From an optimization exercise on the open Yosys and OpenROAD flow, aimed at small area, a short achievable clock period and few clock cycles per item; shortcuts taken in it are not production practice.
Only simulation tests tie the RTL to the original design; equivalence was not proved.
Power figures rest on the tool's default switching activity, not on a simulated workload.

==> design.v <==
module lzw_dec (
    input  wire        clk,
    input  wire        rst,             
    input  wire        in_valid,
    output wire        in_ready,
    input  wire [15:0] in_code,
    input  wire        in_last,         
    output wire        out_valid,
    input  wire        out_ready,
    output wire [7:0]  out_data,
    output wire        out_last,        
    output wire        out_err          
);
    localparam integer AW = 5;           
    localparam integer RN = 1 << AW;     
    localparam integer DW = AW + 3;      
    reg [8:0] dpre [0:255];
    reg [7:0] dbyt [0:255];
    reg          wbusy;      
    reg          chk;        
    reg          hi;         
    reg          lastf;      
    reg          first;      
    reg          drain;      
    reg [8:0]    ptr;        
    reg [8:0]    cur;        
    reg [8:0]    prev;       
    reg [7:0]    pfirst;     
    reg [9:0]    nxt;        
    reg [AW-1:0] wpos;       
    reg [AW:0]   used;       
    reg [8:0]    cnt;        
    reg          ovr;        
    reg          rnd;        
    reg          rfresh;     
    reg [8:0]    rem;        
    reg [8:0]    q;          
    reg [7:0]    rbuf [0:RN-1];
    reg [DW-1:0] fq [0:3];
    reg [1:0]    fw, fr;
    reg [2:0]    fcnt;
    reg          ov, ol, oe;
    reg [7:0]    od;
    reg          rcur;       
    reg [AW-1:0] rp;         
    reg [AW-1:0] rstop;      
    reg          rlast;      
    reg [AW-1:0] prev_s;     
    wire [8:0] dp = dpre[ptr[7:0]];
    wire [7:0] db = dbyt[ptr[7:0]];
    wire err_c = chk & (hi | (first ? cur[8] : (!nxt[9] & (cur > nxt[8:0]))));
    wire cs_c  = chk & !hi & !first & !nxt[9] & (cur == nxt[8:0]);
    wire rootstep = !ptr[8] & !(chk & hi);
    wire fifo_ok = !fcnt[2];
    wire full_r  = used[AW];
    wire ovr_now = !ovr & full_r & (cnt == RN);
    wire ovr_any = ovr | ovr_now;
    wire [AW-1:0] lim = rcur ? rstop : prev_s - 1'b1;
    wire room    = (wpos != lim) | (used == 0) | ovr_any;
    wire go_p1 = wbusy & !rnd & (err_c ? fifo_ok : (room & (!rootstep | fifo_ok)));
    wire p1_err  = go_p1 & err_c;
    wire p1_wr   = go_p1 & !err_c;
    wire p1_root = p1_wr & rootstep;
    wire wrstep = (q <= RN);
    wire q1     = (q == 9'd1);
    wire rfinal = (rem <= RN);
    wire go_r  = wbusy & rnd & (!wrstep | ((!rfresh | (used == 0)) & (!q1 | fifo_ok)));
    wire r_wr  = go_r & wrstep;
    wire done_code = (p1_root & !ovr_any) | (go_r & q1 & rfinal);
    assign in_ready = drain | !wbusy | done_code;
    wire ld = in_valid & !drain & (!wbusy | done_code);
    wire [7:0] sbyte = cs_c ? pfirst : (ptr[8] ? db : ptr[7:0]);
    wire [8:0] snext = cs_c ? prev : dp;
    wire       wr_any = p1_wr | r_wr;
    wire       wr_inc = (p1_wr & !ovr_any) | r_wr;
    wire       push   = p1_err | p1_root | (go_r & q1);
    wire [DW-1:0] pdesc = p1_err  ? {1'b0, 1'b1, 1'b1, wpos + 1'b1} :
                          p1_root ? {ovr_any, 1'b0, lastf & !ovr_any, wpos} :
                                    {1'b0, 1'b0, lastf & rfinal, wpos};
    wire [DW-1:0] fh = fq[fr];
    wire          fne = (fcnt != 0);
    wire [AW-1:0] hs  = fh[AW-1:0];
    wire          hl  = fh[AW];
    wire          he  = fh[AW+1];
    wire          hf  = fh[AW+2];
    wire [AW-1:0] hstop  = hf ? hs - 1'b1 : prev_s - 1'b1;
    wire [AW-1:0] raddr  = rcur ? rp : hs;
    wire          rlastb = rcur ? (rp == rstop) : (hs == hstop);
    wire          adv    = !ov | out_ready;
    wire          pop    = adv & !rcur & fne;
    wire          rd_dec = adv & (rcur | (fne & !he));
    assign out_valid = ov;
    assign out_data  = od;
    assign out_last  = ol;
    assign out_err   = oe;
    always @(posedge clk) begin
        if (p1_wr | r_wr)
            rbuf[wpos] <= sbyte;
        if (p1_root & !first & !nxt[9]) begin
            dpre[nxt[7:0]] <= prev;
            dbyt[nxt[7:0]] <= ptr[7:0];
        end
        if (push)
            fq[fw] <= pdesc;
        if (adv)
            od <= rbuf[raddr];
    end
    always @(posedge clk) begin
        if (rst) begin
            wbusy  <= 1'b0;
            drain  <= 1'b0;
            first  <= 1'b1;
            nxt    <= 10'd256;
            wpos   <= {AW{1'b1}};
            used   <= 0;
            ovr    <= 1'b0;
            rnd    <= 1'b0;
            fw     <= 2'd0;
            fr     <= 2'd0;
            fcnt   <= 3'd0;
            ov     <= 1'b0;
            rcur   <= 1'b0;
            prev_s <= {AW{1'b0}};
        end else begin
            if (drain && in_valid && in_last)
                drain <= 1'b0;
            if (p1_err) begin
                wbusy <= 1'b0;
                first <= 1'b1;
                nxt   <= 10'd256;
                drain <= !lastf;
            end
            if (wr_any) begin
                wpos <= wpos - 1'b1;
            end
            if (p1_wr) begin
                chk <= 1'b0;
                cnt <= cnt + 1'b1;
                if (ovr_now) ovr <= 1'b1;
                if (!rootstep) begin
                    ptr <= snext;
                end else begin
                    if (!first && !nxt[9]) nxt <= nxt + 1'b1;
                    first  <= 1'b0;
                    if (lastf) begin
                        first <= 1'b1;
                        nxt   <= 10'd256;
                    end
                    prev   <= cur;
                    pfirst <= ptr[7:0];
                    if (ovr_any) begin
                        ovr    <= 1'b0;
                        rnd    <= 1'b1;
                        rfresh <= 1'b1;
                        ptr    <= cur;
                        rem    <= cnt + 1'b1 - RN;
                        q      <= cnt + 1'b1 - RN;
                    end
                end
            end
            if (go_r) begin
                ptr <= dp;
                q   <= q - 1'b1;
                if (wrstep) rfresh <= 1'b0;
                if (q1) begin
                    if (rfinal) begin
                        rnd <= 1'b0;
                    end else begin
                        rem    <= rem - RN;
                        q      <= rem - RN;
                        ptr    <= cur;
                        rfresh <= 1'b1;
                    end
                end
            end
            if (done_code) wbusy <= 1'b0;
            if (ld) begin
                wbusy <= 1'b1;
                chk   <= 1'b1;
                ptr   <= in_code[8:0];
                cur   <= in_code[8:0];
                hi    <= |in_code[15:9];
                lastf <= in_last;
                cnt   <= 9'd0;
            end
            if (push) fw <= fw + 1'b1;
            if (pop)  fr <= fr + 1'b1;
            fcnt <= fcnt + push - pop;
            used <= used + wr_inc - rd_dec;
            if (adv) begin
                ov <= rcur | fne;
                if (rcur) begin
                    ol <= rlast & rlastb;
                    oe <= 1'b0;
                    if (rlastb) rcur <= 1'b0;
                    rp <= rp + 1'b1;
                end else if (fne) begin
                    if (he) begin
                        ol <= 1'b1;
                        oe <= 1'b1;
                    end else begin
                        ol     <= hl & rlastb;
                        oe     <= 1'b0;
                        prev_s <= hs;
                        rcur   <= !rlastb;
                        rp     <= hs + 1'b1;
                        rstop  <= hstop;
                        rlast  <= hl;
                    end
                end
            end
        end
    end
endmodule
==> run.sh <==
#!/bin/bash
# synth_recipe.tcl (not shown) runs the flow's synth.tcl, then flattens the netlist and writes it again
# the make line also repeats each setting of config.mk as NAME=value (left out here)
make -C /OpenROAD-flow-scripts/flow DESIGN_CONFIG=/design/flow/config.mk WORK_HOME=/design/flow/orfs CLKGATE_MAP_FILE= SYNTH_SCRIPT=/design/flow/synth_recipe.tcl finish
==> config.mk <==
export PLATFORM = sky130hd
export DESIGN_NAME = lzw_dec
export DESIGN_NICKNAME = lzw_dec
export VERILOG_FILES = /design/flow/design.v
export SDC_FILE = /design/flow/constraint.sdc
export NUM_CORES = 4
export LEC_CHECK = 0
export CAP_MARGIN = 20
export CORE_MARGIN = 2
export CORE_UTILIZATION = 30
export SLEW_MARGIN = 20
==> constraint.sdc <==
create_clock -name core_clock -period 10.0 [get_ports {clk}]
set_input_delay 2.0000 -clock core_clock [delete_from_list [all_inputs] [get_ports {clk}]]
set_output_delay 2.0000 -clock core_clock [all_outputs]
set_load 0.01 [all_outputs]
==> results.sh <==
export IMPL_final_common_cell="edfxtp_1"
export IMPL_crit_fanout=11
export IMPL_synth_seq_area_share_pct=76.8
export IMPL_gp_congestion=0.900
export IMPL_grt_max_degree=210
export IMPL_rows=289
export IMPL_switching_share_pct=29.0
export IMPL_hold_path_class="reg -> reg"
export IMPL_p_leak_nw=65.1
export IMPL_fin_cells=17700
export IMPL_grt_pass1_wl_um=710000
export IMPL_dp_cells=16800
export IMPL_crit_required_ps=8000
export IMPL_firstDrtPassIters=6
export IMPL_die_w_um=792
export IMPL_fin_tns_setup_ps=0
export IMPL_cts_tree="built"
export IMPL_syn_avg_cell_area_um2=21.4
export IMPL_h_tree_depth=5
export IMPL_grt_util_all_layers_pct=15.7
export IMPL_synthToLayoutAreaGrowth_pct=14.7
export IMPL_crit_type="reg -> out"
export IMPL_die_area_um2=627000
export IMPL_max_slew_worst_pin_slew_ps=1270
export IMPL_cts_root_buf="clkbuf_16"
export IMPL_ir_worst_vdd_v=0.000230
export IMPL_design_core_area_um2=619000
export IMPL_max_freq_mhz=142
export IMPL_grt_pass1_vias=91400
export IMPL_antenna_found_initial=48
export IMPL_syn_nets=8748
export IMPL_cp_arrival_ps=5020
export IMPL_numClockSinks=4777
export IMPL_mostFrequentLayoutCells="4727 x edfxtp_1, 1207 x mux4_2, 475 x clkbuf_16"
export IMPL_port_buffers=32
export IMPL_critPathLaunchType="flop"
export IMPL_fin_area_um2=213000
export IMPL_final_max_slew_viol_count=0
export IMPL_fp_dieH_um=792
export IMPL_maxCapViolations=0
export IMPL_max_slew_margin_rel_pct=14.2
export IMPL_clkPwrFrac_pct=34.1
export IMPL_finClkSkew_ps=82.3
export IMPL_ys_seq_elements=4777
export IMPL_async_flop_share_pct=0
export IMPL_grt_ovfl_total=0
export IMPL_min_period_over_period_pct=70.2
export IMPL_p_int_w=0.0371
export IMPL_ant_nets=0
export IMPL_yosysWarnings=1
export IMPL_synth_edf_count=4727
export IMPL_synth_top_area_cell="edfxtp_1"
export IMPL_p_per_area_nw_per_um2=245
export IMPL_hpwlAfterDp_um=311000
export IMPL_cts_path_max_buffers=4
export IMPL_cts_inserted_buffers=472
export IMPL_regArea_um2=143000
export IMPL_via_per_inst=5.21
export IMPL_fin_crit_ps=7020
export IMPL_status="no timing/DRC/antenna violations"
export IMPL_multiInputGateArea_um2=41700
export IMPL_postCtsSetupBuffers=0
export IMPL_netlist_area_leader_share_pct=76.3
export IMPL_wl_per_cell_um=28.7
export IMPL_synthFlopType="edfxtp_1"
export IMPL_endpoint_kind="output port"
export IMPL_p_seq_share_pct=43.8
export IMPL_start_util_pct=30.1
export IMPL_rsz0062_at_grt="no"
export IMPL_layout_drive_gt1_share_pct=25.9
export IMPL_n_fill_cell=56600
export IMPL_drtIter0Drc=12700
export IMPL_setup_violations=0
export IMPL_placed_area_um2=197000
export IMPL_hold_violations=0
export IMPL_fin_nets=9041
export IMPL_io_pins=33
export IMPL_ctsResizeCount=0
export IMPL_synthTopCellsByArea="edfxtp_1 76%, mux4_2 15%, mux2i_1 1.6%"
export IMPL_clkTransAtPathRegs_ps=60
export IMPL_num_vias=92100
export IMPL_syn_area_um2=186000
export IMPL_worst_skew_pair_late_latency_ps=1060
export IMPL_cts_hold_buf=0
export IMPL_ys_types=87
export IMPL_route_detailed_drc=0
export IMPL_switchingPower_w=0.0151
export IMPL_p_comb_share_pct=22.1
export IMPL_drt_wl_total_um=508000
export IMPL_synth_cells=8685
==> metal layers <==
layer,global-route usage (%),up-vias,wire length [um]
met1,21.8,49300,202000
met5,0,-,97
met4,6.07,16,21600
met3,3.54,864,53100
li1,-,36900,-
met2,24.1,5000,231000
==> state kept, by name (all words and copies together) (netlist names), 10 cells and up, named ones only <==
register	flops
dbyt	2048
rbuf	256
fq	32
dpre	2304
nxt	10
==> synthesized netlist by cell type (all sizes together), types with 11 or more instances <==
cell and count:
a2111oi 12, a211oi 11, a21o 11, a21oi 79, a221oi 22, a22oi 87
a311oi 34, a31oi 52, a32oi 22, and2 13, and3 46, buf 320
clkbuf 164, dfxtp 50, edfxtp 4727, ha 40, inv 62, mux2 13
mux2i 296, mux4 1207, nand2 412, nand2b 22, nand3 105, nand4 34
nor2 446, nor2b 26, nor3 45, nor4 13, o2111ai 11, o211ai 13
o21ai 79, o221ai 14, o22ai 20, o31ai 11, xnor2 33, xor2 20
==> worst paths after layout <==
check	slack, ps	end	cells past startpoint	startpoint
setup / recovery	2980	in_ready	10	nxt[3]
hold / removal	480	drain	2	drain
setup reg to reg	3320	dbyt[138][0]	11	nxt[3]
hold reg to reg	480	drain	2	drain
==> power groups by stage <==
stage | logic, W | clock network [W] | registers, W
floorplan | 0.00685 | 0 | 0.0235
global placement | 0.0113 | 0 | 0.0233
detailed placement | 0.0114 | 0 | 0.0233
CTS | 0.0115 | 0.0180 | 0.0229
global route | 0.0120 | 0.0188 | 0.0229
finish | 0.0116 | 0.0178 | 0.0229
==> kinds of logic (layout without fill, tap and decap cells) <==
family | count (synthesis) | after routing | share of synthesized area, %
buffers and inverters | 547 | 1241 | 1.44
muxes | 1516 | 1516 | 16.3
adders and majority gates | 42 | 42 | 0.290
xor gates and xnor gates | 53 | 53 | 0.249
AOI/OAI and AO/OA | 545 | 545 | 2.08
other | 0 | 16 | 0
DFF | 4777 | 4777 | 76.8
and+or+nand+nor | 1205 | 1205 | 2.85
==> final cells by class <==
cell class | instances | share of cell area [%]
antenna | 16 | 0.0188
clock buffer | 583 | 5.77
clock inverter | 292 | 1.49
inverter | 63 | 0.112
multi-input combinational | 3361 | 19.5
sequential | 4777 | 67.0
tap | 8293 | 4.86
timing repair buffer | 303 | 1.27
==> critical path, cell delays in order, from the launching register on <==
cell             delay (ps)
dfxtp_1                 750
inv_1                   260
ha_1                    390
a41o_1                  280
a21oi_1                 180
o211ai_1                170
a21o_1                  240
a211oi_2                560
a21oi_1                 200
nand2b_1                350
clkdlybuf4s50_1         620
==> metrics by stage <==
stage                     util (%)  hold slack (ps)  worst slack [ps]  power (W)
final                         34.5              478              2980     0.0523
after global routing          34.5              509              2720     0.0537
after CTS                     34.4              479              2950     0.0524
after detailed placement      31.9              471              3480     0.0347
after global placement        31.9              466              3630     0.0346
after floorplan                  -              450              4940     0.0303
Testbench counts, summed over its fixed seeds: cycles 158,473, bytes 151,420.

==> afterwards: timing with drivers on the ports <==
The results above use ideal ports. As a check the final layout listed here was re-extracted and re-timed, cells and wires unchanged. Step 1 assumes that a clkbuf_16 drives the clock port and a buf_2 every other input. Step 2, shift: input delay + t, output delay - t, t = (earliest + latest rising clock arrival at the registers) / 2. This alone moves slack from input paths to output paths. Three values: ideal, step 1, step 2; two values: the first two.
shift t [ns]: 1.143
slack for setup (ns): 2.977 / 2.850 / 3.321
worst hold slack (ns): 0.478 / 0.478 / 0.478
worst setup path at the end: register to register
cell pins on the clock port's net: 1
After both steps setup and hold are still met in this run. For this run, drivers alone change the setup slack by -0.127 ns; drivers and shift together by +0.344 ns.
